This design comes from an exercise in tuning for small area, a short achievable clock period and few clock cycles on the open sky130 flow, not from production work.
Where RTL was checked, it was by simulation tests only, not by an equivalence proof against the original.
Power is estimated from default activity; no workload was simulated.

Setup of run M:
==> flow/design.v (excerpt) <==
module stackmat_decoder (
    input  wire        clk,
    input  wire        rst,           
    input  wire [11:0] spb_p,         
    input  wire [3:0]  spb_q,
    input  wire        zero_hold,     
    input  wire        cmd_start,
    input  wire        cmd_stop,
    input  wire        in_valid,
    output wire        in_ready,
    input  wire [15:0] in_sample,
    input  wire        in_last,
    output reg         res_valid,
    output reg  [2:0]  res_code,
    output wire [7:0]  res_status,
    output reg         capturing,
    output reg         running,
    output reg         is_reset,
    output reg         left_hand,
    output reg         right_hand,
    output wire [19:0] digits,
    output wire [19:0] time_ms,
    output wire [55:0] time_str
);
For scale: about 780 cells after synthesis, ~170 flip-flops, ~150 I/O pins, ~0.0084 mm2 of cells after synthesis.
export LEC_CHECK = 0
export CAP_MARGIN = 20
export CORE_MARGIN = 2
export CORE_UTILIZATION = 60
export PLACE_DENSITY = 0.75
export SLEW_MARGIN = 20
create_clock -name core_clock -period 70.0 [get_ports {clk}]
standard.sh (not shown) runs the stock make flow with config.mk's settings and CLKGATE_MAP_FILE= SYNTH_SCRIPT=/design/flow/synth_recipe.tcl, a recipe that flattens the netlist after the stock synthesis.
==> flow/flow/run.sh <==
#!/bin/bash
# The standard layout, with three choices of its own:
#  - the port buffers are sky130_fd_sc_hd__buf_1 (every port still gets one),
#  - constant outputs share one tie cell per level instead of one each,
#  - clock tree with clkbuf_8 only and no dummy loads.
set -euo pipefail
bash standard.sh \
  BUFFER_PORTS_ARGS="-buffer_cell sky130_fd_sc_hd__buf_1" \
  SKIP_REPAIR_TIE_FANOUT=1 \
  CTS_ARGS="-sink_clustering_enable -repair_clock_nets -buf_list sky130_fd_sc_hd__clkbuf_8 -sink_clustering_size 30 -sink_clustering_max_diameter 150 -dont_use_dummy_load" \
  finish > standard.log 2>&1
Testbench counts of run M, summed over its fixed seeds: cycles 854,790.
For run P, these inputs were changed with respect to run M:
--- a/flow/design.v
+++ b/flow/design.v
@@ -158,25 +158,25 @@
                 if (es >= 3'd5) begin
                     eng_on   <= 1'b0;
                     eng_done <= 1'b1;
                 end
             end else begin
                 dl <= {dl[1:0], tr[0]};
                 ec <= esum[2:1];
             end
         end
     end
     wire fin    = take & last_r;
     wire pk_ok  = fin & (result == RES_OK);
-    wire apply  = wt & eng_done;      
+    wire apply  = (pk_ok | wt) & eng_done;
     assign res_status = st;
     reg [3:0] dig0, dig1, dig2, dig3, dig4;
     reg [18:0] tms;           
     always @(posedge clk) begin
         if (take) begin
             prev   <= sym;
             x_seen <= x_e | zero_r;
             synced <= syn_new;
             acc    <= acc_n;
             bj     <= bj_n;
             bb     <= bb_n;
             ok     <= ok_n;
@@ -184,63 +184,61 @@
         end
         if (take & keep)
             sr <= {sym, sr[27:1]};
         else if (rot)
             sr[27:8] <= {sr[8], sr[27:9]};
     end
     always @(posedge clk) begin
         if (rst) begin
             first      <= 1'b1;
             wt         <= 1'b0;
             rdy        <= 1'b1;
             res_valid  <= 1'b0;
-            tms        <= 19'd0;
             capturing  <= 1'b0;
             running    <= 1'b0;
             is_reset   <= 1'b1;
             left_hand  <= 1'b0;
             right_hand <= 1'b0;
-            dig0 <= 4'd0; dig1 <= 4'd0; dig2 <= 4'd0; dig3 <= 4'd0; dig4 <= 4'd0;
         end else begin
             if (cmd_stop)
                 capturing <= 1'b0;
             else if (cmd_start)
                 capturing <= 1'b1;
             if (take)
                 first <= last_r;
-            if (pk_ok) begin
+            if (pk_ok & ~eng_done) begin
                 wt  <= 1'b1;
                 rdy <= 1'b0;
             end else if (apply) begin
                 wt  <= 1'b0;
                 rdy <= 1'b1;
             end
             res_valid <= (fin & ~pk_ok) | apply;
             if (apply) begin
                 left_hand  <= 1'b0;
                 right_hand <= 1'b0;
                 case (st)
                 8'h20: begin running <= 1'b1; is_reset <= 1'b0; end
                 8'h53: begin running <= 1'b0; is_reset <= 1'b0; end
                 8'h49: begin running <= 1'b0; is_reset <= 1'b1; end
                 8'h4C: left_hand <= 1'b1;
                 8'h52: right_hand <= 1'b1;
                 8'h43: begin running <= 1'b0; left_hand <= 1'b1; right_hand <= 1'b1; end
                 default: ;
                 endcase
-                dig0 <= sr[11:8];
-                dig1 <= sr[15:12];
-                dig2 <= sr[19:16];
-                dig3 <= sr[23:20];
-                dig4 <= sr[27:24];
-                tms <= tr;
             end
         end
     end
+    wire show_ld = rst | apply;
+    always @(posedge clk)
+        if (show_ld) begin
+            {dig4, dig3, dig2, dig1, dig0} <= sr[27:8] & {20{~rst}};
+            tms <= tr & {19{~rst}};
+        end
     always @(posedge clk)
         if (fin | wt)
             res_code <= wt ? RES_OK : result;
     assign digits = {dig0, dig1, dig2, dig3, dig4};
     assign time_ms = {tms, 1'b0};
     assign time_str = {4'h3, dig0, 8'h3A, 4'h3, dig1, 4'h3, dig2,
                        8'h2E, 4'h3, dig3, 4'h3, dig4};
 endmodule
Notes after the runs:
Total power, run P and run M, lower one = run M. Of the two candidates, run M has the better final critical-path required period and run P the worse one. Global-route usage | run P below run M. Looking at number of cell rows across run P and run M, the one that comes out lower is run M. Per the comparison of run P with run M, footprint of the multi-input gates went up by 3.1%; simple logic cell fraction of the synthesized area went up by 2.6 points; worst setup slack went down by 330 ps; share of the core filled with cells was more or less identical. Across both runs, number of combinational gates with multiple inputs was higher for run P than for run M. Compared to run M, run P has wire length after detailed routing 2.3% higher.
Function not checked in run P: the RTL went through the layout flow alone.

separate check: timing with driven ports:
The results above use ideal ports. As a check the final layouts listed here were re-extracted and re-timed, cells and wires unchanged. Step 1, drivers: a clkbuf_16 drives clk and a buf_2 each remaining input, both assumed. Step 2 moves the port delays by t, midway between the first and last clock arrival at a register: inputs arrive t later, outputs are due t later. That takes back most of the time a late clock gives input paths. a / b / c = ideal ports / drivers / drivers and shift; a / b = the first two.
run | shift t [ns] | setup slack, ns | hold WS [ns] | worst setup path at the end | cell pins on the clock port's net
run M | 0.486 | 54.863 / 54.825 / 54.613 | 0.447 / 0.447 / 0.447 | input to register | 1
run P | 0.493 | 54.535 / 54.547 / 54.054 | 0.423 / 0.423 / 0.423 | input to register | 1
After both steps setup and hold are still met in every run listed. The setup slack of run P, which loses most, moves by +0.012 ns with the drivers and by -0.481 ns with both steps.
